What follows belongs to an exercise in optimizing a design on an open flow for small area; a production flow would make more cautious choices. Where RTL was checked, it was by simulation tests only, not by an equivalence proof against the original. For runs 1 to 3, only the layout was checked, not whether the RTL still works. Power is estimated from default activity; no workload was simulated.

## flow/design.v (module list and top-level ports; edited modules follow where they fit)
// module sde_sine_rom: 43 lines
// module sde_duty_law: 487 lines
// module sde_freq_law: 124 lines
// module sde_sample_due: 51 lines
// module sde_fa: 4 lines
// module sde_pp3: 4 lines
// module sde_ha: 4 lines
// module sde_top: 418 lines
module sde_top (
    input  wire        clk,
    input  wire        rst,
    input  wire        bus_valid,
    input  wire        bus_write,
    input  wire [7:0]  bus_addr,
    input  wire [1:0]  bus_size,      
    input  wire [31:0] bus_wdata,
    output wire        bus_ready,
    output reg         bus_rvalid,
    output reg  [31:0] bus_rdata,
    input  wire [31:0] int_st,        
    output reg         pwm_valid,
    output reg  [3:0]  pwm_op,
    output wire [1:0]  pwm_ph,
    output reg  [31:0] pwm_data,
    input  wire [11:0] adc_raw,
    output reg         adc_valid,
    output reg  [1:0]  adc_op,
    input  wire [63:0] now_us
);
  // ...
==> flow/run.sh <==
#!/bin/bash
# synth_recipe.tcl (not shown) runs the flow's synth.tcl, then flattens the netlist and writes it again
# the make line also repeats each setting of config.mk as NAME=value (left out here)
make -C /OpenROAD-flow-scripts/flow DESIGN_CONFIG=/design/flow/config.mk WORK_HOME=/design/flow/orfs CLKGATE_MAP_FILE= SYNTH_SCRIPT=/design/flow/synth_recipe.tcl finish
==> flow/config.mk <==
export PLATFORM = sky130hd
export DESIGN_NAME = sde_top
export DESIGN_NICKNAME = sde_top
export VERILOG_FILES = /design/flow/design.v
export SDC_FILE = /design/flow/constraint.sdc
export NUM_CORES = 4
export LEC_CHECK = 0
export CAP_MARGIN = 20
export CORE_MARGIN = 2
export CORE_UTILIZATION = 40
export SLEW_MARGIN = 20
export SYNTH_HIERARCHICAL = 1
==> flow/constraint.sdc <==
create_clock -name core_clock -period 24.0 [get_ports {clk}]
set_input_delay 4.8000 -clock core_clock [delete_from_list [all_inputs] [get_ports {clk}]]
set_output_delay 4.8000 -clock core_clock [all_outputs]
set_load 0.01 [all_outputs]
==> flow_summary.ini, run 1 <==
[outcome]
status = finished clean

[synthesis]
synthSimpleGateAreaFrac = 0.1373
synth-xor-area-share = 0.02159
synthArstFlopShare = 0
synthTopCellsByCount = edfxtp_1, nor2_1, inv_1
avgSynthCellArea_sq_um = 10.58
yosysMostFrequentCell = edfxtp_1
synth_compound_area_frac = 0.1950
yosys.area_share.adder = 0.1590
synthMuxAreaShare = 0.01794

[setup_path]
timing.critical_path.to = pwm_data[14]
crit_arrival_ns = 18.27
cp_slowest_cell = fa_1

[cells_and_area]
final_net_count = 3060
antenna_cells = 0
largest_cell_class = multi-input gates
seq_cells = 404
final_cell_mix = edfxtp_1, clkdlybuf4s50_1, nor2_1
design_area_sq_mm = 0.03098
final-clk-cell-share = 0.04762
nonClkBufAreaFrac = 0.09063
fin_cells = 3559
area_growth_syn_to_layout_pct = 17.50

[clocking]
cts_max_level = 2
cts_setup_buffers = 0

[floorplanning]
rows = 94
core_sq_mm = 0.06551

[power]
clockPowerShare = 0.245
p_int_mw = 1.692

[timing]
tightest_slew_ns = 1.145

[placement]
hpwl_mm = 77.95
portBuffers = 229

[route]
detail_route.first_pass.iterations = 15
first_iter_violations = 3712
==> run 2: changes to the inputs <==
--- a/flow/config.mk
+++ b/flow/config.mk
@@ -7,6 +7,9 @@
 export LEC_CHECK = 0
 export CAP_MARGIN = 20
 export CORE_MARGIN = 2
-export CORE_UTILIZATION = 40
+export CORE_UTILIZATION = 60
+export CTS_BUF_LIST = sky130_fd_sc_hd__clkbuf_8
+export CTS_CLUSTER_DIAMETER = 60
+export CTS_CLUSTER_SIZE = 18
 export SLEW_MARGIN = 20
 export SYNTH_HIERARCHICAL = 1
==> run 2 against run 1 <==
Worst hold slack gained 0.0022 ns. Clock skew grew 0.053 ns. Routed wire length shrank 8.1%. Critical path type unchanged. Largest power group unchanged. Combinational power is essentially flat. Highest routed layer is now met5.
==> flow_summary.ini, run 2 <==
[timing]
drv_slew = 0
setup_violations = 0
fmax_mhz = 42.84
timing.final.crit_share = 0.9726
period_needed_ns = 23.34
relSlewSlack = 0.2430
finalHoldViolCount = 0
tns_ns = 0
clock_skew_ns = 0.07279
grt_setup_unrepaired = false
tightest_slew_ns = 1.129

[synthesis]
synthArstFlopShare = 0
yosysSeqAreaShare = 0.4055
avgSynthCellArea_sq_um = 10.58
synthFlopType = edfxtp_1
synthTopCellsByArea = edfxtp_1, fa_1, dfxtp_1
yosysMostFrequentCell = edfxtp_1
syn_nets = 2893
ys_warn_count = 8
synth_edf_count = 260
synth_cell_types = 94
synth_seq_cells = 404
synth_area_sq_mm = 0.02637
synthTopCellsByCount = edfxtp_1, nor2_1, inv_1
synth_area_leader_cell = edfxtp_1
synthCells = 2491
synth_top_cell_area_share = 0.2961

[global_routing]
grt_pass1_wl_mm = 140.5
antenna_found_initial = 4
grtUsageTotal = 0.4225
grt_max_degree = 121
grt_pass1_vias = 22220
overflow = 0

[clocking]
postCtsHoldBufs = 0
path_clk_slew_ns = 0.11
ctsResizeCount = 0
clockRootBuffer = clkbuf_8
clockBufferDepth = 3
cts.sinks = 404
cts_setup_buffers = 0
cts_tree = done
cts_buffers = 37
insertion_delay_ns = 0.65
cts_max_level = 2

[power]
p_sw_mw = 1.166
p_int_mw = 1.454
leakage_nw = 10.91
switching_share = 0.4450
power_density_mw_per_mm2 = 87.47
combPwrFrac = 0.520
clockPowerShare = 0.174
p_seq_frac = 0.306
ir_drop_mv = 0.08469

[route]
post_drt_via_cell_ratio = 7.091
detail_route.first_pass.iterations = 13
totalWireLength_mm = 96.54
via_count = 23110
wl_per_cell_um = 29.62
first_iter_violations = 4579
postRouteAntennaNets = 0
drcViolationCount = 0

[floorplanning]
start_util = 0.6094
design.die.area_sq_mm = 0.04564
dieWidth_um = 213.6
rows = 76
die_h_um = 213.6
core_sq_mm = 0.04327
ioPinCount = 230

[setup_path]
worstSetupPathType = input port to primary output
path_max_fanout = 15
max_stage_delay_ns = 0.83
critical_path_required_ns = 19.20
reg2reg_from = ph[1]$_DFFE_PP_
cp_slowest_cell = nor2b_1
critPathMostFrequentCell = fa_1
cp-start-kind = input port
reg2reg_depth = 38
reg2reg_to = duty2[14]$_DFFE_PP_
regToRegSetupSlack_ns = 9.49
crit_arrival_ns = 18.54
cp-end-kind = primary output

[placement]
portBuffers = 229
routabilityCongestion = 1.015
place_area_sq_mm = 0.02909
hpwl_mm = 71.57

[run]
max_cap_viol_count = 0

[cells_and_area]
regMostFlops = nlast
nFillCells = 3277
final_net_count = 3047
largest_reg_flops = 64
layout_commonest_cell = edfxtp_1
drive_gt1_frac = 0.07333
final_cell_mix = edfxtp_1, clkdlybuf4s50_1, nor2_1
area_growth_syn_to_layout_pct = 13.58
fin_util = 0.6921
design_area_sq_mm = 0.02995

[outcome]
status = finished clean

[worst_hold_path]
hold_path_class = flop to flop
holdPathStages = 0
hp-start = scale_in[0]$_DFFE_PP_
hold_end = scale[0]$_DFFE_PP_
## run 2: cell counts after synthesis
No cell type changed its count.
## run 2: per-stage QoR
step,worst slack [ns],hold WS (ns),cells,power (mW)
2_1_floorplan,2.702,0.4180,2491,1.686
6_report,0.6587,0.4526,3259,2.620
5_1_grt,0.03792,0.4577,3258,2.757
4_1_cts,0.6705,0.4502,3257,2.581
3_3_place_gp,0.9201,0.4247,3190,2.107
3_5_place_dp,0.7055,0.4245,3190,2.136
## run 2: how the worst max path moves through the flow
stage	slack, ns	endpoint	from
floorplan	2.70	pwm_data[14]	bus_wdata[0]
global placement	0.92	pwm_data[14]	bus_wdata[0]
detailed placement	0.71	pwm_data[14]	bus_wdata[0]
CTS	0.67	pwm_data[14]	bus_wdata[0]
global route	0.04	pwm_data[14]	bus_wdata[0]
finish	0.66	pwm_data[14]	bus_wdata[0]
## run 2: logic make-up after synthesis
logic type | share of synthesized area
AND/OR/NAND/NOR | 0.1373
AO/OA/AOI/OAI | 0.1950
flip-flops | 0.4055
buffers and inverters | 0.06378
adder cells (fa/ha/maj) | 0.1590
XOR/XNOR | 0.02159
multiplexers | 0.01794
## run 2: metal layers
| metal | GRT usage | wire length (um) | vias up |
|---|---|---|---|
| li1 | - | - | 9729 |
| met1 | 0.5261 | 33980 | 11140 |
| met2 | 0.6664 | 43310 | 1860 |
| met3 | 0.1104 | 12620 | 373 |
| met4 | 0.2510 | 6589 | 4 |
| met5 | 0 | 27 | - |
## run 2: cell type report
cell class / instances / area [sq um] / area share
Sequential cell: 404 / 10690 / 0.3570
Timing Repair Buffer: 294 / 2801 / 0.09355
Multi-Input combinational cell: 1712 / 14170 / 0.4733
Tap cell: 585 / 732.0 / 0.02444
Inverter: 196 / 738.2 / 0.02465
Antenna cell: 1 / 2.502 / 0.00008356
Clock inverter: 29 / 286.5 / 0.009568
Clock buffer: 38 / 523.0 / 0.01746
## run 2: power groups by stage
stage          registers [mW]  logic (mW)  clock network [mW]
2_1_floorplan           0.812       0.874                   0
3_3_place_gp            0.816        1.29                   0
3_5_place_dp            0.817        1.32                   0
4_1_cts                 0.801        1.32               0.457
5_1_grt                 0.802        1.47               0.480
6_report                0.801        1.36               0.455
## run 2: critical path: cells and delay by family
kind | cells | cell delay (ns)
and+or+nand+nor | 5 | 1.83
AOI/OAI and AO/OA | 9 | 1.97
adders and majority gates | 19 | 8.10
buffers and inverters | 3 | 1.34
xor gates and xnor gates | 3 | 0.50
## run 2: Yosys stat by module, one instance, submodules excluded
| module | copies in the design | cells inside | cell area (sq um) | flops+latches |
|---|---|---|---|---|
| sde_duty_law | 1 | 169 | 1032 | 0 |
| sde_fa | 145 | 1 | 20.02 | 0 |
| sde_freq_law | 1 | 57 | 419.2 | 0 |
| sde_ha | 22 | 1 | 12.51 | 0 |
| sde_pp3 | 104 | 1 | 10.01 | 0 |
| sde_sample_due | 1 | 203 | 1434 | 0 |
| sde_sine_rom | 1 | 140 | 878.3 | 0 |
| sde_top | 1 | 1651 | 18380 | 404 |
==> run 3: changes to the inputs <==
==> flow/flow/run.sh (new file) <==
#!/bin/bash
# The standard layout (the standard.sh on ORFS), with the port buffers
# that global placement inserts on every input and output made the smallest
# buffer cell instead of ORFS's default choice. Everything else, including
# the standard synthesis, is unchanged.
set -euo pipefail
cat >> config.mk <<'MK'
export BUFFER_PORTS_ARGS = -buffer_cell sky130_fd_sc_hd__buf_1
MK
bash standard.sh > standard.log 2>&1
==> flow/standard.sh (new file) <==
#!/bin/bash
# synth_recipe.tcl (not shown) runs the flow's synth.tcl, then flattens the netlist and writes it again
# the make line also repeats each setting of config.mk as NAME=value (left out here)
make -C /OpenROAD-flow-scripts/flow DESIGN_CONFIG=/design/flow/config.mk WORK_HOME=/design/flow/orfs CLKGATE_MAP_FILE= SYNTH_SCRIPT=/design/flow/synth_recipe.tcl "${@:-finish}"
--- a/flow/config.mk
+++ b/flow/config.mk
@@ -8,8 +8,9 @@
 export CAP_MARGIN = 20
 export CORE_MARGIN = 2
 export CORE_UTILIZATION = 60
-export CTS_BUF_LIST = sky130_fd_sc_hd__clkbuf_8
-export CTS_CLUSTER_DIAMETER = 60
-export CTS_CLUSTER_SIZE = 18
+export CTS_BUF_LIST = sky130_fd_sc_hd__clkbuf_4
+export CTS_CLUSTER_DIAMETER = 40
+export CTS_CLUSTER_SIZE = 10
 export SLEW_MARGIN = 20
 export SYNTH_HIERARCHICAL = 1
+export BUFFER_PORTS_ARGS = -buffer_cell sky130_fd_sc_hd__buf_1
removed: flow/run.sh
==> run 3 against run 2 <==
Critical endpoint unchanged. Still clean. Combinational power shrank 3%. Sequential share of layout area grew 1.6 points. Global-route usage is essentially flat. Clock power grew 9.9%. Sequential power grew 0.5%. Core utilization shrank 3.0 points. Setup slack gained 0.61 ns. Routed wire length shrank 0.13%. Die area is the same. Area after synthesis is the same.
==> flow_summary.ini, run 3 <==
[outcome]
status = finished clean

[floorplanning]
core_sq_mm = 0.04327
dieWidth_um = 213.6
rows = 76
design.die.area_sq_mm = 0.04564
start_util = 0.6094
ioPinCount = 230
die_h_um = 213.6

[synthesis]
syn_nets = 2893
synthFlopType = edfxtp_1
avgSynthCellArea_sq_um = 10.58
synth_edf_count = 260
synth_cell_types = 94
yosysMostFrequentCell = edfxtp_1
synth_area_leader_cell = edfxtp_1
yosysSeqAreaShare = 0.4055
synthTopCellsByArea = edfxtp_1, fa_1, dfxtp_1
synthArstFlopShare = 0
synth_seq_cells = 404
synthTopCellsByCount = edfxtp_1, nor2_1, inv_1
synth_top_cell_area_share = 0.2961
synth_area_sq_mm = 0.02637
ys_warn_count = 8
synthCells = 2491

[power]
ir_drop_mv = 0.08373
power_density_mw_per_mm2 = 91.82
leakage_nw = 10.41

[global_routing]
grtUsageTotal = 0.4226
overflow = 0
grt_pass1_vias = 22180
grt_max_degree = 115
antenna_found_initial = 5
grt_pass1_wl_mm = 140.9

[clocking]
clockBufferDepth = 3
clockRootBuffer = clkbuf_4
cts_tree = done
path_clk_slew_ns = 0.11
cts_setup_buffers = 0
cts_buffers = 59
insertion_delay_ns = 0.91
postCtsHoldBufs = 0
cts_max_level = 2
cts.sinks = 404
ctsResizeCount = 0

[route]
post_drt_via_cell_ratio = 7.000
first_iter_violations = 3953
drcViolationCount = 0
via_count = 23140
totalWireLength_mm = 96.41
detail_route.first_pass.iterations = 14
wl_per_cell_um = 29.16
postRouteAntennaNets = 0

[cells_and_area]
regMostFlops = nlast
area_growth_syn_to_layout_pct = 8.585
final_net_count = 3069
drive_gt1_frac = 0.08793
final_cell_mix = edfxtp_1, buf_1, nor2_1
nFillCells = 3459
layout_commonest_cell = edfxtp_1
largest_reg_flops = 64

[worst_hold_path]
hold_path_class = flop to flop

[timing]
grt_setup_unrepaired = false
tightest_slew_ns = 1.211
finalHoldViolCount = 0
fmax_mhz = 43.99
tns_ns = 0
drv_slew = 0
setup_violations = 0
relSlewSlack = 0.1896
layout_setup_ws_ns = 1.270
period_needed_ns = 22.73
timing.final.crit_share = 0.9471
clock_skew_ns = 0.1229

[setup_path]
cp-end-kind = primary output
critPathMostFrequentCell = fa_1
cp-start-kind = input port
critical_path_required_ns = 19.20
path_max_fanout = 24
crit_arrival_ns = 17.93
worstSetupPathType = input port to primary output
cp_slowest_cell = nor2b_1
path_delay_family = adder cells
cp.buffers_inverters = 4
max_stage_delay_ns = 0.85

[placement]
routabilityCongestion = 0.9862
dp_worst_setup_slack_ns = 1.481
portBuffers = 229
hpwl_mm = 72.21

[run]
max_cap_viol_count = 0
==> run 3: cell counts after synthesis <==
Identical to the previous run, type by type.
==> run 3: layout make-up <==
| type | count | area [sq um] | share of cell area |
|---|---|---|---|
| Antenna cell | 3 | 7.507 | 0.0002622 |
| Tap cell | 585 | 732.0 | 0.02557 |
| Clock inverter | 35 | 369.1 | 0.01289 |
| Multi-Input combinational cell | 1712 | 14160 | 0.4946 |
| Clock buffer | 77 | 578.1 | 0.02019 |
| Inverter | 196 | 738.2 | 0.02579 |
| Sequential cell | 404 | 10690 | 0.3735 |
| Timing Repair Buffer | 294 | 1351 | 0.04720 |
==> run 3: per-stage QoR <==
| step | total power, mW | cells | util | hold WS, ns | instance area, sq um |
|---|---|---|---|---|---|
| CTS | 2.593 | 3303 | 0.6615 | 0.4039 | 28620 |
| detailed placement | 2.102 | 3191 | 0.6396 | 0.4279 | 27670 |
| finish | 2.629 | 3306 | 0.6617 | 0.4042 | 28630 |
| global placement | 2.061 | 3191 | 0.6396 | 0.4243 | 27670 |
| floorplan | 1.686 | 2491 | - | 0.4180 | 26370 |
| global route | 2.769 | 3305 | 0.6616 | 0.4466 | 28630 |
==> run 3: cell families after synthesis <==
| logic type | Yosys count | synth area share |
|---|---|---|
| adders and majority gates | 248 | 0.1590 |
| xor gates and xnor gates | 65 | 0.02159 |
| buffers and inverters | 375 | 0.06378 |
| AOI/OAI and AO/OA | 655 | 0.1950 |
| and+or+nand+nor | 699 | 0.1373 |
| DFF | 404 | 0.4055 |
| muxes | 45 | 0.01794 |
==> run 3: Yosys stat by module (local to each module, per instance) <==
| module | cell area (sq um) | flip-flops and latches |
|---|---|---|
| sde_duty_law | 1032 | 0 |
| sde_sine_rom | 878.3 | 0 |
| sde_freq_law | 419.2 | 0 |
| sde_ha | 12.51 | 0 |
| sde_sample_due | 1434 | 0 |
| sde_fa | 20.02 | 0 |
| sde_pp3 | 10.01 | 0 |
| sde_top | 18380 | 404 |
==> run 3: worst paths after layout <==
check / start / to / slack (ns) / depth (start not counted)
max: bus_wdata[2] / pwm_data[14] / 1.27 / 39
min: scale_in[14]$_DFFE_PP_ / scale[14]$_DFFE_PP_ / 0.40 / 0
max reg2reg: ph[1]$_DFFE_PP_ / duty1[14]$_DFFE_PP_ / 9.34 / 39
min reg2reg: scale_in[14]$_DFFE_PP_ / scale[14]$_DFFE_PP_ / 0.40 / 0
==> run 3: layer usage <==
metal | up-vias | routed length [um] | global-route usage
met5 | - | 37 | 0
met2 | 1746 | 42410 | 0.6421
li1 | 9809 | - | -
met4 | 6 | 7503 | 0.2917
met1 | 11210 | 34340 | 0.5332
met3 | 372 | 12120 | 0.1072
==> run 3: power breakdown <==
group | total (mW) | switching (mW) | leakage (nW) | internal (mW)
clock | 0.500 | 0.275 | 0.522 | 0.225
combinational | 1.32 | 0.876 | 6.46 | 0.448
sequential | 0.805 | 0.0147 | 3.44 | 0.791
total | 2.63 | 1.17 | 10.4 | 1.46
==> module sde_sample_due, before the edit <==
module sde_sample_due (
    input  wire [63:0] now,
    input  wire [63:0] nlast,
    output wire        due
);
    wire t1 = ~(now[0] ^ nlast[0]);
    wire t2 = now[0] | nlast[0];
    wire t3, t4;
    sde_fa u_t3 (.a(now[1]), .b(nlast[1]), .c(t2), .s(t3), .co(t4));
    wire t5, t6;
    sde_fa u_t5 (.a(now[2]), .b(nlast[2]), .c(t4), .s(t5), .co(t6));
    wire t7, t8;
    sde_fa u_t7 (.a(now[3]), .b(nlast[3]), .c(t6), .s(t7), .co(t8));
    wire t9, t10;
    sde_fa u_t9 (.a(now[4]), .b(nlast[4]), .c(t8), .s(t9), .co(t10));
    wire t11, t12;
    sde_fa u_t11 (.a(now[5]), .b(nlast[5]), .c(t10), .s(t11), .co(t12));
    wire t13, t14;
    sde_fa u_t13 (.a(now[6]), .b(nlast[6]), .c(t12), .s(t13), .co(t14));
    wire t15, t16;
    sde_fa u_t15 (.a(now[7]), .b(nlast[7]), .c(t14), .s(t15), .co(t16));
    wire t17, t18;
    sde_fa u_t17 (.a(now[8]), .b(nlast[8]), .c(t16), .s(t17), .co(t18));
    wire t19, t20;
    sde_fa u_t19 (.a(now[9]), .b(nlast[9]), .c(t18), .s(t19), .co(t20));
    wire t21, t22;
    sde_fa u_t21 (.a(now[10]), .b(nlast[10]), .c(t20), .s(t21), .co(t22));
    wire t23, t24;
    sde_fa u_t23 (.a(now[11]), .b(nlast[11]), .c(t22), .s(t23), .co(t24));
    wire t25, t26;
    sde_fa u_t25 (.a(now[12]), .b(nlast[12]), .c(t24), .s(t25), .co(t26));
    wire t27, t28;
    sde_fa u_t27 (.a(now[13]), .b(nlast[13]), .c(t26), .s(t27), .co(t28));
    wire t29, t30;
    sde_fa u_t29 (.a(now[14]), .b(nlast[14]), .c(t28), .s(t29), .co(t30));
    wire t31, t32;
    sde_fa u_t31 (.a(now[15]), .b(nlast[15]), .c(t30), .s(t31), .co(t32));
    wire t33, t34;
    sde_fa u_t33 (.a(now[16]), .b(nlast[16]), .c(t32), .s(t33), .co(t34));
    wire t35, t36;
    sde_fa u_t35 (.a(now[17]), .b(nlast[17]), .c(t34), .s(t35), .co(t36));
    wire t37, t38;
    sde_fa u_t37 (.a(now[18]), .b(nlast[18]), .c(t36), .s(t37), .co(t38));
    wire t39, t40;
    sde_fa u_t39 (.a(now[19]), .b(nlast[19]), .c(t38), .s(t39), .co(t40));
    wire [19:0] diff_lo = {t39, t37, t35, t33, t31, t29, t27, t25, t23, t21, t19, t17, t15, t13, t11, t9, t7, t5, t3, t1};
    wire [63:20] p = now[63:20] ^ nlast[63:20];
    wire [63:21] k = now[62:20] | nlast[62:20];
    wire hi_zero = (p[20] == t40) && ((p[63:21] ^ k[63:21]) == 43'd0);
    assign due = !(hi_zero && (diff_lo <= 20'd1000000));
endmodule
==> run 4: changes to the inputs <==
--- a/flow/design.v
+++ b/flow/design.v
@@ -698,11 +698,17 @@
     wire t39, t40;
     sde_fa u_t39 (.a(now[19]), .b(nlast[19]), .c(t38), .s(t39), .co(t40));
     wire [19:0] diff_lo = {t39, t37, t35, t33, t31, t29, t27, t25, t23, t21, t19, t17, t15, t13, t11, t9, t7, t5, t3, t1};
-    wire [63:20] p = now[63:20] ^ nlast[63:20];
-    wire [63:21] k = now[62:20] | nlast[62:20];
-    wire hi_zero = (p[20] == t40) && ((p[63:21] ^ k[63:21]) == 43'd0);
+    wire [63:21] z;
+    genvar gi;
+    generate for (gi = 21; gi < 64; gi = gi + 1) begin : g_z
+        sde_zbit u_z (.a(now[gi]), .b(nlast[gi]), .pa(now[gi-1]), .pb(nlast[gi-1]), .z(z[gi]));
+    end endgenerate
+    wire hi_zero = ((now[20] ^ nlast[20]) == t40) && (z == 43'd0);
     assign due = !(hi_zero && (diff_lo <= 20'd1000000));
 endmodule
+module sde_zbit (input wire a, input wire b, input wire pa, input wire pb, output wire z);
+    assign z = (a ^ b) ^ (pa | pb);
+endmodule
 module sde_fa (input wire a, input wire b, input wire c, output wire s, output wire co);
     assign s  = a ^ b ^ c;
     assign co = (a & b) | (a & c) | (b & c);
==> flow/flow/run.sh (replaced) <==
#!/bin/bash
# The standard layout (the standard.sh on ORFS, standard synthesis
# unchanged) with two changes to how the layout is made:
#  - the buffers that global placement puts on every input and output port
#    are the smallest buffer cell instead of ORFS's default choice;
#  - clock tree synthesis uses small clock buffers with small sink clusters
#    and inserts no dummy loads.
# Each tool's full output goes to the ORFS logs under orfs/logs and to
# standard.log here.
set -euo pipefail
cat >> config.mk <<'MK'
export BUFFER_PORTS_ARGS = -buffer_cell sky130_fd_sc_hd__buf_1
export CTS_ARGS = -sink_clustering_enable -repair_clock_nets -sink_clustering_size 16 -sink_clustering_max_diameter 50 -buf_list sky130_fd_sc_hd__clkbuf_8 -dont_use_dummy_load
MK
bash standard.sh > standard.log 2>&1
==> flow/config.mk (replaced) <==
export PLATFORM = sky130hd
export DESIGN_NAME = sde_top
export DESIGN_NICKNAME = sde_top
export VERILOG_FILES = /design/flow/design.v
export SDC_FILE = /design/flow/constraint.sdc
export NUM_CORES = 4
export LEC_CHECK = 0
export CAP_MARGIN = 10
export CORE_MARGIN = 2
export CORE_UTILIZATION = 60
export SLEW_MARGIN = 10
export SYNTH_HIERARCHICAL = 1
export BUFFER_PORTS_ARGS = -buffer_cell sky130_fd_sc_hd__buf_1
export CTS_ARGS = -sink_clustering_enable -repair_clock_nets -sink_clustering_size 16 -sink_clustering_max_diameter 50 -buf_list sky130_fd_sc_hd__clkbuf_8 -dont_use_dummy_load
==> run 4 against run 3 <==
Core utilization decreased by 1.4 points. Largest cell class unchanged. Still clean on timing, DRC and antenna. Critical path depth increased by 1. Critical endpoint unchanged. First-iteration DRC count grew 3.9%. Largest power group unchanged. Worst hold slack gained 0.0043 ns. Via count decreased by 1.6%.
==> flow_summary.ini, run 4 <==
[setup_path]
path_max_fanout = 15
crit_arrival_ns = 18.08
cp_slowest_cell = nor2b_1
critical_path_required_ns = 19.20
max_stage_delay_ns = 0.79
critPathMostFrequentCell = fa_1
cp-start-kind = input port
worstSetupPathType = input port to primary output
cp-end-kind = primary output

[global_routing]
overflow = 0
antenna_found_initial = 6
grt_pass1_wl_mm = 139.8
grt_pass1_vias = 21470
grtUsageTotal = 0.4237
grt_max_degree = 92

[timing]
clock_skew_ns = 0.1058
fmax_mhz = 43.70
tightest_slew_ns = 1.239
period_needed_ns = 22.88
timing.final.crit_share = 0.9534
tns_ns = 0
fin_hold_ws_ns = 0.4085
grt_setup_unrepaired = false
drv_slew = 0
finalHoldViolCount = 0
relSlewSlack = 0.1675
setup_violations = 0

[synthesis]
synthTopCellsByCount = edfxtp_1, nor2_1, fa_1
syn_nets = 2814
yosysMostFrequentCell = edfxtp_1
synthTopCellsByArea = edfxtp_1, fa_1, dfxtp_1
yosysSeqAreaShare = 0.4101
ys_warn_count = 8
synth_area_sq_mm = 0.02606
synth_top_cell_area_share = 0.2995
synthFlopType = edfxtp_1
synthArstFlopShare = 0
synth_seq_cells = 404
synth_area_leader_cell = edfxtp_1
avgSynthCellArea_sq_um = 10.62
synthCells = 2455
synth_edf_count = 260
synth_cell_types = 104

[placement]
hpwl_mm = 71.80
portBuffers = 229
routabilityCongestion = 1.022
place_area_sq_mm = 0.02726

[route]
wl_per_cell_um = 30.14
via_count = 22770
wl_met2_mm = 41.97
drcViolationCount = 0
wl_met3_mm = 12.27
first_iter_violations = 4106
post_drt_via_cell_ratio = 7.136
detail_route.first_pass.iterations = 13
totalWireLength_mm = 96.18
highest_layer = met5
wl_met1_mm = 34.47
postRouteAntennaNets = 0

[cells_and_area]
area_growth_syn_to_layout_pct = 6.821
final_net_count = 2965
drive_gt1_frac = 0.06068
regMostFlops = nlast
design_area_sq_mm = 0.02784
nFillCells = 3504
largest_reg_flops = 64
final_cell_mix = edfxtp_1, nor2_1, buf_1
register_area_sq_mm = 0.01069
multiInputGateArea_sq_mm = 0.01411
layout_commonest_cell = edfxtp_1

[clocking]
clockBufferDepth = 3
cts.sinks = 404
path_clk_slew_ns = 0.10
cts_tree = done
cts_max_level = 2
ctsResizeCount = 0
postCtsHoldBufs = 0
clockRootBuffer = clkbuf_8
cts_buffers = 41
cts_setup_buffers = 0
insertion_delay_ns = 0.65

[floorplanning]
rows = 76
die_h_um = 212.4
start_util = 0.6064
core_sq_mm = 0.04298
dieWidth_um = 212.4
design.die.area_sq_mm = 0.04512
ioPinCount = 230

[run]
max_cap_viol_count = 0

[power]
total_power_mw = 2.563
ir_drop_mv = 0.1140
leakage_nw = 9.280
power_density_mw_per_mm2 = 92.04

[outcome]
status = finished clean

[worst_hold_path]
hold_path_class = flop to flop
## run 4: Yosys stat by module, one instance, submodules excluded
module          cells  times used
sde_freq_law       57           1
sde_sample_due     30           1
sde_duty_law      169           1
sde_ha              1          22
sde_sine_rom      140           1
sde_zbit            3          43
sde_fa              1         145
sde_pp3             1         104
sde_top          1659           1
## run 4: logic make-up after synthesis
kind of cell             Yosys count  synth area share
buffers and inverters            292           0.05348
flip-flops                       404            0.4101
multiplexers                      44           0.01776
AO/OA/AOI/OAI                    651            0.1966
AND/OR/NAND/NOR                  752            0.1454
XOR/XNOR                         107           0.03648
adder cells (fa/ha/maj)          205            0.1402
## run 4: final cells by class
class / count / share of cell area
Sequential cell: 404 / 0.3839
Tap cell: 585 / 0.02629
Clock buffer: 41 / 0.02027
Antenna cell: 2 / 0.0001798
Inverter: 110 / 0.01492
Timing Repair Buffer: 290 / 0.04745
Multi-Input combinational cell: 1759 / 0.5069
## run 4: routing by layer
metal  vias to the layer above  GRT usage
met4                        10     0.2742
met3                       374     0.1009
met5                         -          0
met2                      1726     0.6428
met1                     11050     0.5464
li1                       9609          -
## run 4: path summary, 6_finish.rpt
| path | startpoint | to | slack, ns | cells after the start |
|---|---|---|---|---|
| setup / recovery | bus_wdata[0] | pwm_data[14] | 1.12 | 40 |
| setup reg to reg | ph[0]$_DFFE_PP_ | duty1[14]$_DFFE_PP_ | 9.17 | 39 |
| hold / removal | scale_in[11]$_DFFE_PP_ | scale[11]$_DFFE_PP_ | 0.41 | 0 |
| hold reg to reg | scale_in[11]$_DFFE_PP_ | scale[11]$_DFFE_PP_ | 0.41 | 0 |
## run 4: critical path, delay by kind of cell
family	cells	cell delay, ns
xor+xnor	3	0.60
simple gates	4	1.61
compound gates	10	2.24
buf+inv	4	0.76
fa+ha+maj	19	8.02
## run 4: through the flow
step | worst slack [ns] | util | cells
floorplan | 2.659 | - | 2455
global placement | 1.689 | 0.6343 | 3148
detailed placement | 1.462 | 0.6343 | 3148
CTS | 1.445 | 0.6474 | 3189
global route | 0.6781 | 0.6477 | 3189
finish | 1.118 | 0.6478 | 3191
## run 4: power by group
part / total (mW) / internal (mW) / switching [mW]
registers: 0.800 / 0.789 / 0.0111
clock network: 0.383 / 0.152 / 0.231
logic: 1.38 / 0.462 / 0.918
total: 2.56 / 1.40 / 1.16
==> run 5: changes to the inputs <==
--- a/flow/flow/run.sh
+++ b/flow/flow/run.sh
@@ -10,6 +10,6 @@
 set -euo pipefail
 cat >> config.mk <<'MK'
 export BUFFER_PORTS_ARGS = -buffer_cell sky130_fd_sc_hd__buf_1
-export CTS_ARGS = -sink_clustering_enable -repair_clock_nets -sink_clustering_size 16 -sink_clustering_max_diameter 50 -buf_list sky130_fd_sc_hd__clkbuf_8 -dont_use_dummy_load
+export CTS_ARGS = -sink_clustering_enable -repair_clock_nets -sink_clustering_size 10 -sink_clustering_max_diameter 40 -buf_list sky130_fd_sc_hd__clkbuf_4 -dont_use_dummy_load
 MK
 bash standard.sh > standard.log 2>&1
==> flow/config.mk (replaced) <==
export PLATFORM = sky130hd
export DESIGN_NAME = sde_top
export DESIGN_NICKNAME = sde_top
export VERILOG_FILES = /design/flow/design.v
export SDC_FILE = /design/flow/constraint.sdc
export NUM_CORES = 4
export LEC_CHECK = 0
export CAP_MARGIN = 20
export CORE_MARGIN = 2
export CORE_UTILIZATION = 60
export SLEW_MARGIN = 20
export SYNTH_HIERARCHICAL = 1
export BUFFER_PORTS_ARGS = -buffer_cell sky130_fd_sc_hd__buf_1
export CTS_ARGS = -sink_clustering_enable -repair_clock_nets -sink_clustering_size 10 -sink_clustering_max_diameter 40 -buf_list sky130_fd_sc_hd__clkbuf_4 -dont_use_dummy_load
==> run 5 against run 4 <==
Via count rose by 0.45%. Non-clock buffer count did not move. Routed wire length barely moved. Power fell by 2.2%. First-iteration DRC count fell by 9.6%. Clock power fell by 11%. Worst hold slack improved by 0.0067 ns. Synthesized cell count did not move. Largest power group unchanged.
==> flow_summary.ini, run 5 <==
[synthesis]
synth_seq_cells = 404
yosysSeqAreaShare = 0.4101
synth-xor-area-share = 0.03648
synth_top_family_by_area = compound AO/OA/AOI/OAI gates
synth_area_sq_mm = 0.02606
synthArstFlopShare = 0
synthSimpleGateAreaFrac = 0.1454
synth_compound_area_frac = 0.1966
synth_edf_count = 260
avgSynthCellArea_sq_um = 10.62
ys_warn_count = 8
synthFlopType = edfxtp_1
yosysMostFrequentCell = edfxtp_1
synthCells = 2455
synth_cell_types = 104
synthTopCellsByArea = edfxtp_1, fa_1, dfxtp_1
synth_top_cell_area_share = 0.2995
synthTopCellsByCount = edfxtp_1, nor2_1, fa_1
synth_area_leader_cell = edfxtp_1
yosys.area_share.adder = 0.1402
synthMuxAreaShare = 0.01776
syn_nets = 2814

[cells_and_area]
drive_gt1_frac = 0.06639
multiInputGateArea_sq_mm = 0.01412
layout_commonest_cell = edfxtp_1
largest_reg_flops = 64
regMostFlops = nlast
final_net_count = 2982
register_area_sq_mm = 0.01069
final_cell_mix = edfxtp_1, nor2_1, buf_1
design_area_sq_mm = 0.02772
area_growth_syn_to_layout_pct = 6.356
nFillCells = 3590

[run]
max_cap_viol_count = 0

[placement]
routabilityCongestion = 1.022
place_area_sq_mm = 0.02727
hpwl_mm = 71.70
portBuffers = 229

[setup_path]
critical_path_required_ns = 19.20
cp_num_cells = 40
cp-end-kind = primary output
reg2reg_from = ph[0]$_DFFE_PP_
cp-start-kind = input port
max_stage_delay_ns = 0.82
reg2reg_depth = 39
cp_slowest_cell = nor2b_1
path_max_fanout = 15
regToRegSetupSlack_ns = 9.17
reg2reg_to = duty0[14]$_DFFE_PP_
timing.critical_path.to = pwm_data[14]
crit_arrival_ns = 18.03
cp.buffers_inverters = 4
path_delay_family = adder cells
worstSetupPathType = input port to primary output
crit_start = bus_wdata[0]
critPathMostFrequentCell = fa_1

[outcome]
status = finished clean

[power]
clockPowerShare = 0.136
ir_drop_mv = 0.1085
combPwrFrac = 0.545
switching_share = 0.4581
p_sw_mw = 1.149
p_seq_frac = 0.319
total_power_mw = 2.507
power_density_mw_per_mm2 = 90.45
leakage_nw = 9.261
p_int_mw = 1.359

[global_routing]
overflow = 0
grt_pass1_wl_mm = 139.6
grtUsageTotal = 0.4246
grt_pass1_vias = 21560
antenna_found_initial = 4
grt_max_degree = 92

[clocking]
cts_tree = done
cts_buffers = 58
postCtsHoldBufs = 0
path_clk_slew_ns = 0.10
insertion_delay_ns = 0.89
cts.sinks = 404
clockRootBuffer = clkbuf_4
clockBufferDepth = 3
ctsResizeCount = 0
cts_setup_buffers = 0
cts_max_level = 2

[route]
wl_per_cell_um = 29.98
detail_route.first_pass.iterations = 12
post_drt_via_cell_ratio = 7.126
via_count = 22870
totalWireLength_mm = 96.23
postRouteAntennaNets = 0
first_iter_violations = 3711
drcViolationCount = 0

[floorplanning]
rows = 76
dieWidth_um = 212.4
ioPinCount = 230
core_sq_mm = 0.04298
design.die.area_sq_mm = 0.04512
die_h_um = 212.4
start_util = 0.6064

[timing]
grt_setup_unrepaired = false
period_needed_ns = 22.83
tns_ns = 0
relSlewSlack = 0.1919
clock_skew_ns = 0.1676
timing.final.crit_share = 0.9512
setup_violations = 0
drv_slew = 0
tightest_slew_ns = 1.203
fmax_mhz = 43.80
finalHoldViolCount = 0

[worst_hold_path]
hold_path_class = flop to flop
-- run 5: area by class of cell --
cell class | count | area share
diodes | 4 | 0.0003611
clock buffers | 58 | 0.01571
inverters | 110 | 0.01498
multi-input cells | 1759 | 0.5093
flip-flops and latches | 404 | 0.3856
well taps | 585 | 0.02640
repair buffers | 290 | 0.04766
-- run 5: cell families (layout without fill, tap and decap cells) --
kind of cell | Yosys count | after routing
AOI/OAI and AO/OA | 651 | 651
xor gates and xnor gates | 107 | 107
adders and majority gates | 205 | 205
buffers and inverters | 292 | 458
DFF | 404 | 404
muxes | 44 | 44
other | 0 | 4
and+or+nand+nor | 752 | 752
-- run 5: layer usage --
| metal | global-route usage | wire length (um) | up-vias |
|---|---|---|---|
| li1 | - | - | 9670 |
| met1 | 0.5414 | 33900 | 11000 |
| met2 | 0.6318 | 41370 | 1826 |
| met3 | 0.1131 | 13110 | 368 |
| met4 | 0.2961 | 7826 | 6 |
| met5 | 0 | 31 | - |
-- run 5: Yosys stat by module, one instance, submodules excluded --
module	copies in the design	area, sq um
sde_pp3	104	10.01
sde_sine_rom	1	878.3
sde_duty_law	1	1032
sde_top	1	18400
sde_sample_due	1	205.2
sde_fa	145	20.02
sde_zbit	43	21.27
sde_ha	22	12.51
sde_freq_law	1	419.2
-- run 5: tightest hold or removal path: stages, from the launching register on --
cell      delay (ns)
edfxtp_1        0.34
a221oi_1        0.08
nand3_1         0.06
-- run 5: metrics by stage --
step | utilization | setup WS, ns | instances | hold WS (ns)
6_report | 0.6450 | 1.171 | 3210 | 0.4152
5_1_grt | 0.6448 | 0.6680 | 3207 | 0.4444
4_1_cts | 0.6445 | 1.460 | 3206 | 0.4118
3_5_place_dp | 0.6344 | 1.470 | 3148 | 0.4245
3_3_place_gp | 0.6343 | 1.689 | 3148 | 0.4290
2_1_floorplan | - | 2.659 | 2455 | 0.4180
-- run 5: power groups by stage --
stage               Combinational [mW]  Sequential, mW  Clock, mW
floorplan                        0.862           0.811          0
global placement                  1.30           0.815          0
detailed placement                1.33           0.815          0
CTS                               1.33           0.799      0.341
global route                      1.47           0.801      0.367
finish                            1.37           0.800      0.341
-- run 5: how the worst min path moves through the flow --
stage | to | startpoint | cells after the start | slack [ns]
after floorplan | scale[0]$_DFFE_PP_ | scale_in[0]$_DFFE_PP_ | 0 | 0.42
after global placement | scale[9]$_DFFE_PP_ | scale_in[9]$_DFFE_PP_ | 0 | 0.43
after detailed placement | scale[7]$_DFFE_PP_ | scale_in[7]$_DFFE_PP_ | 0 | 0.42
after CTS | bus_rdata[13]$_DFF_P_ | freq2[13]$_DFFE_PP_ | 2 | 0.41
after global routing | bus_rdata[13]$_DFF_P_ | freq2[13]$_DFFE_PP_ | 2 | 0.44
final | bus_rdata[13]$_DFF_P_ | freq2[13]$_DFFE_PP_ | 2 | 0.42
==> module sde_top, before the edit <==
module sde_top (
    input  wire        clk,
    input  wire        rst,
    input  wire        bus_valid,
    input  wire        bus_write,
    input  wire [7:0]  bus_addr,
    input  wire [1:0]  bus_size,      
    input  wire [31:0] bus_wdata,
    output wire        bus_ready,
    output reg         bus_rvalid,
    output reg  [31:0] bus_rdata,
    input  wire [31:0] int_st,        
    output reg         pwm_valid,
    output reg  [3:0]  pwm_op,
    output wire [1:0]  pwm_ph,
    output reg  [31:0] pwm_data,
    input  wire [11:0] adc_raw,
    output reg         adc_valid,
    output reg  [1:0]  adc_op,
    input  wire [63:0] now_us
);
    localparam [31:0] CARRIER_DEFAULT  = 32'h00067200;
    localparam [3:0] S_IDLE   = 4'd0;
    localparam [3:0] S_PHINIT = 4'd1;    
    localparam [3:0] S_REGH   = 4'd2;    
    localparam [3:0] S_APPLY  = 4'd3;    
    localparam [3:0] S_SETCAR = 4'd4;    
    localparam [3:0] S_UPD0   = 4'd5;    
    localparam [3:0] S_UPDF   = 4'd6;    
    localparam [3:0] S_SCHK   = 4'd7;    
    localparam [3:0] S_SREAD  = 4'd8;    
    localparam [3:0] S_ADC0   = 4'd9;    
    localparam [3:0] S_ADC1   = 4'd10;   
    localparam [3:0] S_ISR_E  = 4'd11;   
    localparam [3:0] S_ISR_A  = 4'd12;   
    localparam E_ILLEGAL_OP   = 0;
    localparam E_RSV_FIELD    = 1;
    localparam E_BAD_PHASE    = 2;
    localparam E_BUSY         = 3;
    localparam E_NOT_INIT     = 4;
    localparam E_ALREADY_INIT = 5;
    localparam E_BAD_INDEX    = 6;
    localparam E_RANGE        = 7;
    localparam E_BUS          = 8;
    reg [5:0]  cursor0, cursor1, cursor2;
    reg [2:0]  pending;
    reg [2:0]  ch_init;
    reg [14:0] duty0, duty1, duty2;
    reg [31:0] freq0, freq1, freq2;
    reg [15:0] scale;
    reg        law_valid;    
    reg        handler_reg;  
    reg [63:0] nlast;        
    reg [31:0] isr_m;
    reg        isr_valid;
    reg [3:0]  fg_todo;
    reg        run_req;
    reg [31:0] arg;
    reg        arg_valid;
    reg [14:0] result;
    reg        result_valid;
    reg [8:0]  err;
    reg [3:0]  state;
    reg        chain;        
    reg        seq;          
    reg [1:0]  ph;
    reg [2:0]  sub;
    reg [16:0] scale_in;     
    wire st_idle    = (state == S_IDLE);
    wire st_apply   = (state == S_APPLY);
    wire st_phinit  = (state == S_PHINIT);
    wire st_setcar  = (state == S_SETCAR);
    wire st_updf    = (state == S_UPDF);
    wire init_done  = handler_reg;
    wire irq        = handler_reg & (int_st != 32'd0);
    wire seq_active = run_req | fg_todo[3];
    wire isr_active = (state == S_ISR_A);
    reg  [5:0] cursor_ph;
    always @(*) begin
        case (ph)
            2'd0:    cursor_ph = cursor0;
            2'd1:    cursor_ph = cursor1;
            default: cursor_ph = cursor2;
        endcase
    end
    wire pend_ph = pending[ph];
    wire [5:0]  tbl_index = st_idle ? bus_wdata[5:0] : cursor_ph;
    wire [14:0] tbl_dev;
    wire [14:0] law_duty;
    wire [13:0] law_elec;
    wire [18:0] law_carrier;
    wire [16:0] law_triple;
    wire        sample_due;
    sde_sine_rom u_rom (.index(tbl_index), .dev(tbl_dev));
    sde_duty_law u_duty (
        .d    (tbl_dev),
        .s    ({(scale[15] & law_valid) | st_idle, scale[14:0] & {15{law_valid & ~st_idle}}}),
        .t    ({(scale_in[16:15] & {2{law_valid}}) | {2{st_idle}}, scale_in[14:0] & {15{law_valid & ~st_idle}}}),
        .duty (law_duty)
    );
    sde_freq_law u_freq (
        .s         (scale),
        .elec_freq (law_elec),
        .carrier   (law_carrier),
        .triple    (law_triple)
    );
    sde_sample_due u_due (
        .now   (now_us),
        .nlast (nlast),
        .due   (sample_due)
    );
    wire [5:0] cursor_next = (cursor_ph == 6'd32) ? 6'd0 : cursor_ph + 6'd1;
    wire bus_legal   = (bus_size == 2'd2) && (bus_addr[1:0] == 2'b00);
    wire is_cmd_wr   = bus_valid && bus_write && bus_legal && (bus_addr == 8'h10);
    wire engine_free = st_idle && !irq;
    wire cmd_accept  = is_cmd_wr && engine_free;
    wire bus_fire    = bus_valid && bus_ready;
    assign bus_ready = !is_cmd_wr || engine_free;
    wire       a_lo   = bus_legal && (bus_addr[7:6] == 2'b00);
    wire       a_ph   = bus_legal && (bus_addr[7:6] == 2'b01) && (bus_addr[5:4] != 2'b11);
    wire [2:0] a_k    = {bus_addr[5:4] == 2'd2, bus_addr[5:4] == 2'd1, bus_addr[5:4] == 2'd0};
    wire [15:0] a_reg = a_lo ? (16'd1 << bus_addr[5:2]) : 16'd0;    
    wire [3:0]  a_phr = a_ph ? (4'd1 << bus_addr[3:2]) : 4'd0;      
    wire [2:0]  k_ok  = a_k & ch_init;
    wire [31:0] rd_value =
          ({32{a_reg[0]}}  & 32'h53505737)
        | ({32{a_reg[1]}}  & 32'h000C0021)
        | ({32{a_reg[2]}}  & {20'd0, fg_todo, 3'd0, irq, handler_reg, isr_active, seq_active, init_done})
        | ({32{a_reg[3]}}  & {31'd0, run_req})
        | ({32{a_reg[5]  & arg_valid}}    & arg)
        | ({32{a_reg[6]  & result_valid}} & {17'd0, result})
        | ({32{a_reg[7]}}  & {23'd0, err})
        | ({32{a_reg[8]  & law_valid}}    & {16'd0, scale})
        | ({32{a_reg[9]  & law_valid}}    & {18'd0, law_elec})
        | ({32{a_reg[10] & law_valid}}    & {13'd0, law_carrier})
        | ({32{a_reg[11] & isr_valid}}    & isr_m)
        | ({32{a_reg[12]}} & ~nlast[31:0])
        | ({32{a_reg[13]}} & ~nlast[63:32])
        | ({32{a_phr[0] & a_k[0]}} & {26'd0, cursor0})
        | ({32{a_phr[0] & a_k[1]}} & {26'd0, cursor1})
        | ({32{a_phr[0] & a_k[2]}} & {26'd0, cursor2})
        | ({32{a_phr[1] & k_ok[0]}} & {17'd0, duty0})
        | ({32{a_phr[1] & k_ok[1]}} & {17'd0, duty1})
        | ({32{a_phr[1] & k_ok[2]}} & {17'd0, duty2})
        | ({32{a_phr[2] & k_ok[0]}} & freq0)
        | ({32{a_phr[2] & k_ok[1]}} & freq1)
        | ({32{a_phr[2] & k_ok[2]}} & freq2)
        | ({32{a_phr[3]}} & {29'd0, 1'b1, |(a_k & ch_init), |(a_k & pending)});
    wire rd_mapped = (a_lo && bus_addr[5:2] != 4'd4 && bus_addr[5:2] < 4'd14) || a_ph;
    wire wr_mapped = (bus_addr == 8'h0C) || (bus_addr == 8'h10) ||
                     (bus_addr == 8'h14) || (bus_addr == 8'h1C);
    wire [3:0]  c_op  = bus_wdata[31:28];
    wire [1:0]  c_ph  = bus_wdata[27:26];
    wire [11:0] c_idx = bus_wdata[11:0];
    wire [15:0] c_imm = bus_wdata[15:0];
    reg [31:0] c_mbz;
    reg        c_phase_form;
    always @(*) begin
        c_phase_form = 1'b0;
        case (c_op)
            4'h1:       c_mbz = 32'h0FFFF000;
            4'h2, 4'h3, 4'h4: begin c_mbz = 32'h03FFFFFF; c_phase_form = 1'b1; end
            4'h6:       c_mbz = 32'h0FFF0000;
            default:    c_mbz = 32'h0FFFFFFF;
        endcase
    end
    reg [8:0] c_err;
    always @(*) begin
        c_err = 9'd0;
        if (c_op >= 4'hA)
            c_err[E_ILLEGAL_OP] = 1'b1;
        else if ((bus_wdata & c_mbz) != 32'd0)
            c_err[E_RSV_FIELD] = 1'b1;
        else if (c_phase_form && c_ph == 2'd3)
            c_err[E_BAD_PHASE] = 1'b1;
        else if (c_op != 4'h0 && c_op != 4'h1 && seq_active)
            c_err[E_BUSY] = 1'b1;
        else begin
            case (c_op)
                4'h1: if (c_idx >= 12'd33) c_err[E_BAD_INDEX] = 1'b1;
                4'h2: if (ch_init[c_ph]) c_err[E_ALREADY_INIT] = 1'b1;
                4'h3, 4'h4: if (!ch_init[c_ph]) c_err[E_NOT_INIT] = 1'b1;
                4'h5: if (handler_reg || ch_init != 3'd0) c_err[E_ALREADY_INIT] = 1'b1;
                4'h6: if (!init_done) c_err[E_NOT_INIT] = 1'b1;
                      else if (c_imm > 16'h8000) c_err[E_RANGE] = 1'b1;
                4'h7, 4'h8: if (!init_done) c_err[E_NOT_INIT] = 1'b1;
                default: ;
            endcase
        end
    end
    wire        ph_cfg = st_phinit && (sub == 3'd2);
    wire        fq_we  = ph_cfg || st_setcar || st_updf;
    wire [31:0] fq_new = ({32{st_setcar & arg_valid}} & arg)
                       | ({32{st_updf}} & {13'd0, law_carrier})
                       | ({32{st_phinit}} & CARRIER_DEFAULT);
    wire        du_we  = ph_cfg || (st_apply && pend_ph);
    wire [14:0] du_new = {15{st_apply}} & law_duty;
    assign pwm_ph = ph;
    always @(*) begin
        pwm_valid = 1'b0;
        pwm_op    = 4'd0;
        pwm_data  = 32'd0;
        adc_valid = 1'b0;
        adc_op    = 2'd0;
        case (state)
            S_PHINIT: begin
                pwm_valid = 1'b1;
                case (sub)
                    3'd0: pwm_op = 4'h1;
                    3'd1: begin pwm_op = 4'h1; pwm_data = 32'd1; end
                    3'd2: begin pwm_op = 4'h2; pwm_data = fq_new; end
                    3'd3: pwm_op = 4'h3;
                    3'd4: pwm_op = 4'h4;
                    default: pwm_op = 4'h5;
                endcase
            end
            S_REGH:   begin pwm_valid = 1'b1; pwm_op = 4'h6; end
            S_APPLY:  begin pwm_valid = pend_ph; pwm_op = 4'h8; pwm_data = {17'd0, law_duty}; end
            S_SETCAR: begin pwm_valid = 1'b1; pwm_op = 4'h7; pwm_data = fq_new; end
            S_UPDF:   begin pwm_valid = 1'b1; pwm_op = 4'h7; pwm_data = fq_new; end
            S_ISR_E:  begin pwm_valid = 1'b1; pwm_op = 4'h9; pwm_data = int_st; end
            S_ISR_A:  begin pwm_valid = 1'b1; pwm_op = 4'hA; pwm_data = isr_m; end
            S_SREAD:  begin adc_valid = 1'b1; adc_op = 2'd3; end
            S_ADC0:   begin adc_valid = 1'b1; adc_op = 2'd1; end
            S_ADC1:   begin adc_valid = 1'b1; adc_op = 2'd2; end
            default: ;
        endcase
    end
    always @(posedge clk) begin
        bus_rvalid <= !rst && bus_fire && !bus_write;
        bus_rdata  <= rd_value;
    end
    always @(posedge clk) begin
        if (fq_we && ph == 2'd0) freq0 <= fq_new;
        if (fq_we && ph == 2'd1) freq1 <= fq_new;
        if (fq_we && ph == 2'd2) freq2 <= fq_new;
        if (du_we && ph == 2'd0) duty0 <= du_new;
        if (du_we && ph == 2'd1) duty1 <= du_new;
        if (du_we && ph == 2'd2) duty2 <= du_new;
        if (state == S_ISR_E) isr_m <= int_st;
        if (bus_fire && bus_write && bus_legal && bus_addr == 8'h14) arg <= bus_wdata;
        if (cmd_accept && c_op == 4'h1 && c_err == 9'd0) result <= law_duty;
        if (state == S_UPD0) scale <= scale_in[15:0];
        if (state == S_SREAD)
            scale_in <= {2'b0, adc_raw, 3'd0} + {12'd0, ({1'b0, adc_raw[11:8]} + 5'd1) >> 1};
        else if (cmd_accept && c_op == 4'h6 && c_err == 9'd0)
            scale_in <= {1'b0, c_imm};
        else if (st_updf)
            scale_in <= law_triple;
    end
    always @(posedge clk) begin
        if (rst) begin
            cursor0 <= 6'd0; cursor1 <= 6'd11; cursor2 <= 6'd22;
        end else if (st_apply && pend_ph) begin
            if (ph == 2'd0) cursor0 <= cursor_next;
            if (ph == 2'd1) cursor1 <= cursor_next;
            if (ph == 2'd2) cursor2 <= cursor_next;
        end
    end
    always @(posedge clk) begin
        if (rst)
            nlast <= 64'hFFFF_FFFF_FFFF_FFFF;
        else if (state == S_SCHK && sample_due)
            nlast <= ~now_us;
    end
    always @(posedge clk) begin
        if (rst) begin
            pending      <= 3'd0;
            ch_init      <= 3'd0;
            law_valid    <= 1'b0;
            handler_reg  <= 1'b0;
            fg_todo      <= 4'd0;
            run_req      <= 1'b0;
            arg_valid    <= 1'b0;
            result_valid <= 1'b0;
            isr_valid    <= 1'b0;
            err          <= 9'd0;
            state        <= S_IDLE;
        end else begin
            if (bus_fire) begin
                if (!bus_write) begin
                    if (!rd_mapped) err[E_BUS] <= 1'b1;
                end else if (!bus_legal || !wr_mapped) begin
                    err[E_BUS] <= 1'b1;
                end else begin
                    case (bus_addr)
                        8'h0C:
                            if (bus_wdata[0]) begin
                                if (!init_done) err[E_NOT_INIT] <= 1'b1;
                                else            run_req <= 1'b1;
                            end else
                                run_req <= 1'b0;
                        8'h14: arg_valid <= 1'b1;
                        8'h1C: err <= err & ~bus_wdata[8:0];
                        default: ;
                    endcase
                end
            end
            case (state)
                S_IDLE: begin
                    if (irq) begin
                        state <= S_ISR_E;
                        ph    <= 2'd0;
                    end else if (cmd_accept) begin
                        if (c_err != 9'd0) begin
                            err <= err | c_err;
                        end else begin
                            ph    <= c_ph;
                            sub   <= 3'd0;
                            chain <= 1'b0;
                            seq   <= 1'b0;
                            case (c_op)
                                4'h1: result_valid <= 1'b1;
                                4'h2: state  <= S_PHINIT;
                                4'h3: state  <= S_APPLY;
                                4'h4: state  <= S_SETCAR;
                                4'h5: begin
                                    state <= S_PHINIT;
                                    chain <= 1'b1;
                                    ph    <= 2'd0;
                                end
                                4'h6: state <= S_UPD0;
                                4'h7: state <= S_SCHK;
                                4'h8: begin
                                    state <= S_SCHK;
                                    chain <= 1'b1;
                                end
                                4'h9: state <= S_ADC0;
                                default: ;
                            endcase
                        end
                    end else begin
                        chain <= 1'b0;
                        seq   <= 1'b1;
                        if (run_req && !fg_todo[3]) begin
                            fg_todo <= 4'b1111;
                        end else if (fg_todo[0]) begin
                            state <= S_SCHK;
                        end else if (fg_todo[1]) begin
                            state <= S_APPLY; ph <= 2'd0;
                        end else if (fg_todo[2]) begin
                            state <= S_APPLY; ph <= 2'd1;
                        end else if (fg_todo[3]) begin
                            state <= S_APPLY; ph <= 2'd2;
                        end
                    end
                end
                S_ISR_E: begin
                    isr_valid <= 1'b1;
                    state     <= S_ISR_A;
                end
                S_ISR_A: begin
                    pending <= pending | isr_m[2:0];
                    state   <= S_IDLE;
                end
                S_PHINIT: begin
                    if (sub == 3'd5) begin
                        ch_init[ph] <= 1'b1;
                        sub         <= 3'd0;
                        if (chain) begin
                            if (ph == 2'd2) begin state <= S_REGH; ph <= 2'd0; end
                            else            ph    <= ph + 2'd1;
                        end else begin
                            state <= S_IDLE;
                        end
                    end else begin
                        sub <= sub + 3'd1;
                    end
                end
                S_REGH: begin
                    handler_reg <= 1'b1;
                    state       <= S_IDLE;
                end
                S_APPLY: begin
                    if (pend_ph) pending[ph] <= 1'b0;
                    if (chain && ph != 2'd2) begin
                        ph <= ph + 2'd1;
                    end else begin
                        if (seq) fg_todo[ph + 2'd1] <= 1'b0;
                        state <= S_IDLE;
                    end
                end
                S_SETCAR: state <= S_IDLE;
                S_UPD0: begin
                    law_valid <= 1'b1;
                    ph        <= 2'd0;
                    state     <= S_UPDF;
                end
                S_UPDF: begin
                    if (ph != 2'd2) begin
                        ph <= ph + 2'd1;
                    end else if (chain) begin
                        ph    <= 2'd0;
                        state <= S_APPLY;
                    end else begin
                        if (seq) fg_todo[0] <= 1'b0;
                        state <= S_IDLE;
                    end
                end
                S_SCHK: begin
                    if (sample_due) begin
                        state <= S_SREAD;
                    end else if (chain) begin
                        ph    <= 2'd0;
                        state <= S_APPLY;
                    end else begin
                        if (seq) fg_todo[0] <= 1'b0;
                        state <= S_IDLE;
                    end
                end
                S_SREAD: state <= S_UPD0;
                S_ADC0:  state <= S_ADC1;
                S_ADC1:  state <= S_IDLE;
                default: state <= S_IDLE;
            endcase
        end
    end
endmodule
==> run 6: changes to the inputs <==
--- a/flow/design.v
+++ b/flow/design.v
@@ -832,6 +832,11 @@
         .nlast (nlast),
         .due   (sample_due)
     );
+    wire       norm_top = &adc_raw[11:8];
+    wire [8:0] norm_inc = {1'b0, adc_raw[7:0]} + 9'd1;
+    wire [2:0] norm_q   = adc_raw[11:9] + {2'b0, adc_raw[8]};
+    wire [15:0] norm_scale = norm_top ? {norm_inc[8], {4{~norm_inc[8]}}, norm_inc[7:0], 3'b000}
+                                      : {1'b0, adc_raw, norm_q};
     wire [5:0] cursor_next = (cursor_ph == 6'd32) ? 6'd0 : cursor_ph + 6'd1;
     wire bus_legal   = (bus_size == 2'd2) && (bus_addr[1:0] == 2'b00);
     wire is_cmd_wr   = bus_valid && bus_write && bus_legal && (bus_addr == 8'h10);
@@ -965,7 +970,7 @@
         if (cmd_accept && c_op == 4'h1 && c_err == 9'd0) result <= law_duty;
         if (state == S_UPD0) scale <= scale_in[15:0];
         if (state == S_SREAD)
-            scale_in <= {2'b0, adc_raw, 3'd0} + {12'd0, ({1'b0, adc_raw[11:8]} + 5'd1) >> 1};
+            scale_in <= {1'b0, norm_scale};
         else if (cmd_accept && c_op == 4'h6 && c_err == 9'd0)
             scale_in <= {1'b0, c_imm};
         else if (st_updf)
==> run 6 against run 5 <==
Critical path type unchanged. Cell count shrank 1.4%. Global-route usage shrank 0.58 points. Sequential share of layout area grew 0.30 points. Sequential power grew 2%. Fmax shrank 0.31%. Via count shrank 0.38%. Die area shrank 0.84%. Routed wire length shrank 2.1%.
==> flow_summary.ini, run 6 <==
[outcome]
status = finished clean

[synthesis]
synth_area_leader_cell = edfxtp_1
synth-xor-area-share = 0.03578
yosysSeqAreaShare = 0.4133
synth_top_cell_area_share = 0.3010
synth_top_family_by_area = compound AO/OA/AOI/OAI gates
synthFlopType = edfxtp_1
synthCells = 2448
synth_cell_types = 88
ys_warn_count = 8
yosys.area_share.adder = 0.1414
syn_nets = 2807
synth_area_sq_mm = 0.02584
synth_seq_cells = 404
synthTopCellsByArea = edfxtp_1, dfxtp_1, fa_1
avgSynthCellArea_sq_um = 10.56
yosysMostFrequentCell = edfxtp_1
synth_compound_area_frac = 0.1940
synth_edf_count = 259
synthArstFlopShare = 0
synthMuxAreaShare = 0.01830
synthTopCellsByCount = edfxtp_1, nor2_1, dfxtp_1, fa_1, nand2_1
synthSimpleGateAreaFrac = 0.1464

[clocking]
insertion_delay_ns = 0.87
ctsResizeCount = 0
clockBufferDepth = 3
cts_max_level = 3
path_clk_slew_ns = 0.08
cts.sinks = 404
postCtsHoldBufs = 0
clockRootBuffer = clkbuf_4
cts_tree = done
cts_buffers = 68
cts_setup_buffers = 0

[cells_and_area]
layout_commonest_cell = edfxtp_1
nFillCells = 3556
area_growth_syn_to_layout_pct = 6.348
regMostFlops = nlast
final_net_count = 2980
design_area_sq_mm = 0.02748
final_cell_mix = edfxtp_1, nor2_1, buf_1
largest_reg_flops = 64
drive_gt1_frac = 0.06338

[setup_path]
critical_path_required_ns = 19.20
worstSetupPathType = input port to primary output
critPathMostFrequentCell = fa_1
crit_arrival_ns = 18.10
cp-end-kind = primary output
path_delay_family = adder cells
cp-start-kind = input port
path_max_fanout = 15
cp_slowest_cell = nor2b_1
cp.buffers_inverters = 4
max_stage_delay_ns = 0.78

[timing]
setup_violations = 0
clock_skew_ns = 0.1603
period_needed_ns = 22.90
tns_ns = 0
timing.final.crit_share = 0.9542
grt_setup_unrepaired = false
fmax_mhz = 43.67
finalHoldViolCount = 0
drv_slew = 0
relSlewSlack = 0.2077
tightest_slew_ns = 1.182
layout_setup_ws_ns = 1.099

[placement]
place_area_sq_mm = 0.02697
routabilityCongestion = 1.043
hpwl_mm = 68.93
portBuffers = 229
dp_worst_setup_slack_ns = 1.346

[run]
max_cap_viol_count = 0

[route]
drcViolationCount = 0
postRouteAntennaNets = 0
detail_route.first_pass.iterations = 19
wl_per_cell_um = 29.76
post_drt_via_cell_ratio = 7.197
via_count = 22790
first_iter_violations = 3911
totalWireLength_mm = 94.21

[floorplanning]
core_sq_mm = 0.04279
dieWidth_um = 211.5
die_h_um = 211.5
design.die.area_sq_mm = 0.04474
rows = 76
ioPinCount = 230
start_util = 0.6039

[global_routing]
use_met1 = 0.5372
grt_max_degree = 76
use_met3 = 0.1169
grtUsageTotal = 0.4188
top_usage_layer = met2
overflow = 0
met2_usage = 0.6199
grt_pass1_vias = 21500
grt_pass1_wl_mm = 136.8
antenna_found_initial = 2

[power]
leakage_nw = 9.032
power_density_mw_per_mm2 = 99.05
ir_drop_mv = 0.09121

[worst_hold_path]
hold_path_class = flop to flop
run 6: cell count changes after synthesis, moves of 7 or more:
| cell | change |
|---|---|
| o2111ai_1 | -7 |
| nand2b_1 | +9 |
| buf_2 | -9 |
| nor2_1 | -7 |
| nor2b_1 | +7 |
| a22oi_1 | +10 |
| clkbuf_1 | +10 |
run 6: layout make-up:
type	count	area (sq um)	area share
tap	546	683.2	0.02486
clock buffer	68	510.5	0.01858
inverter	103	389.1	0.01416
antenna	1	2.502	0.00009106
multi-input combinational	1762	13950	0.5078
timing repair buffer	282	1261	0.04589
sequential	404	10680	0.3886
run 6: logic make-up after synthesis:
group / count (synthesis)
adders and majority gates: 205
buffers and inverters: 282
AOI/OAI and AO/OA: 648
muxes: 45
and+or+nand+nor: 760
xor gates and xnor gates: 104
DFF: 404
run 6: per-stage QoR:
step / cells / power (mW) / hold WS [ns] / util
floorplan: 2448 / 1.826 / 0.4180 / -
global placement: 3097 / 2.270 / 0.4220 / 0.6302
detailed placement: 3097 / 2.311 / 0.4253 / 0.6302
CTS: 3165 / 2.673 / 0.3639 / 0.6422
global route: 3166 / 2.869 / 0.3934 / 0.6422
finish: 3166 / 2.722 / 0.3651 / 0.6422
run 6: Yosys stat by module (local to each module, per instance):
module          area, sq um  cells inside  flops+latches
sde_duty_law           1032           169              0
sde_fa                20.02             1              0
sde_freq_law          419.2            57              0
sde_ha                12.51             1              0
sde_pp3               10.01             1              0
sde_sample_due        205.2            30              0
sde_sine_rom          878.3           140              0
sde_top               18170          1652            404
sde_zbit              21.27             3              0
run 6: worst paths after layout:
check                   startpoint             endpoint  slack [ns]  cells past startpoint
min reg2reg  scale_in[7]$_DFFE_PP_   scale[7]$_DFFE_PP_        0.37                      0
max                   bus_wdata[0]         pwm_data[14]        1.10                     41
max reg2reg        ph[1]$_DFFE_PP_  duty2[14]$_DFFE_PP_        9.34                     39
min          scale_in[7]$_DFFE_PP_   scale[7]$_DFFE_PP_        0.37                      0
run 6: worst reg2reg max path: cells and delay by family, from the launching register on:
kind / cells / cell delay, ns
adders and majority gates: 20 / 8.78
AOI/OAI and AO/OA: 9 / 2.38
and+or+nand+nor: 4 / 1.69
xor gates and xnor gates: 3 / 0.56
buffers and inverters: 3 / 0.54
DFF: 1 / 0.52
run 6: power breakdown:
group | internal (mW) | switching [mW]
registers | 0.804 | 0.0151
clock network | 0.130 | 0.243
logic | 0.507 | 1.02
total | 1.44 | 1.28
run 6: per-layer routing:
| metal | routed length (um) | part of all wire |
|---|---|---|
| met2 | 40570 | 0.43 |
| met3 | 12380 | 0.13 |
| met4 | 7519 | 0.080 |
| met1 | 33730 | 0.36 |
| met5 | 0 | 0 |

==> separate check: timing with driven ports <==
The flow's constraints put no driver on any port. The routed layouts listed below were extracted and timed again, unchanged, in two steps. Step 1 (the two cells are an assumption about what drives the block):
set clk [get_ports {clk}]
set_driving_cell -lib_cell sky130_fd_sc_hd__clkbuf_16 $clk
set_driving_cell -lib_cell sky130_fd_sc_hd__buf_2 [delete_from_list [all_inputs] $clk]
Step 2, shift: input delay + t, output delay - t, t = (earliest + latest rising clock arrival at the registers) / 2. This alone moves slack from input paths to output paths. Three values: ideal, step 1, step 2; two values: the first two.
run	t, ns	setup WS [ns]	worst hold slack (ns)
run 1	0.648	0.929 / 0.905 / 0.905	0.450 / 0.450 / 0.450
run 2	0.680	0.659 / 0.639 / 0.639	0.453 / 0.453 / 0.453
run 3	0.901	1.270 / 1.194 / 1.194	0.404 / 0.404 / 0.404
run 4	0.654	1.118 / 1.096 / 1.096	0.408 / 0.408 / 0.408
run 5	0.863	1.171 / 1.148 / 1.148	0.415 / 0.415 / 0.415
run 6	0.836	1.099 / 1.073 / 1.073	0.365 / 0.365 / 0.365
After both steps setup and hold are still met in every run listed. For run 3, which loses most, drivers alone change the setup slack by -0.076 ns; drivers and shift together by -0.076 ns.
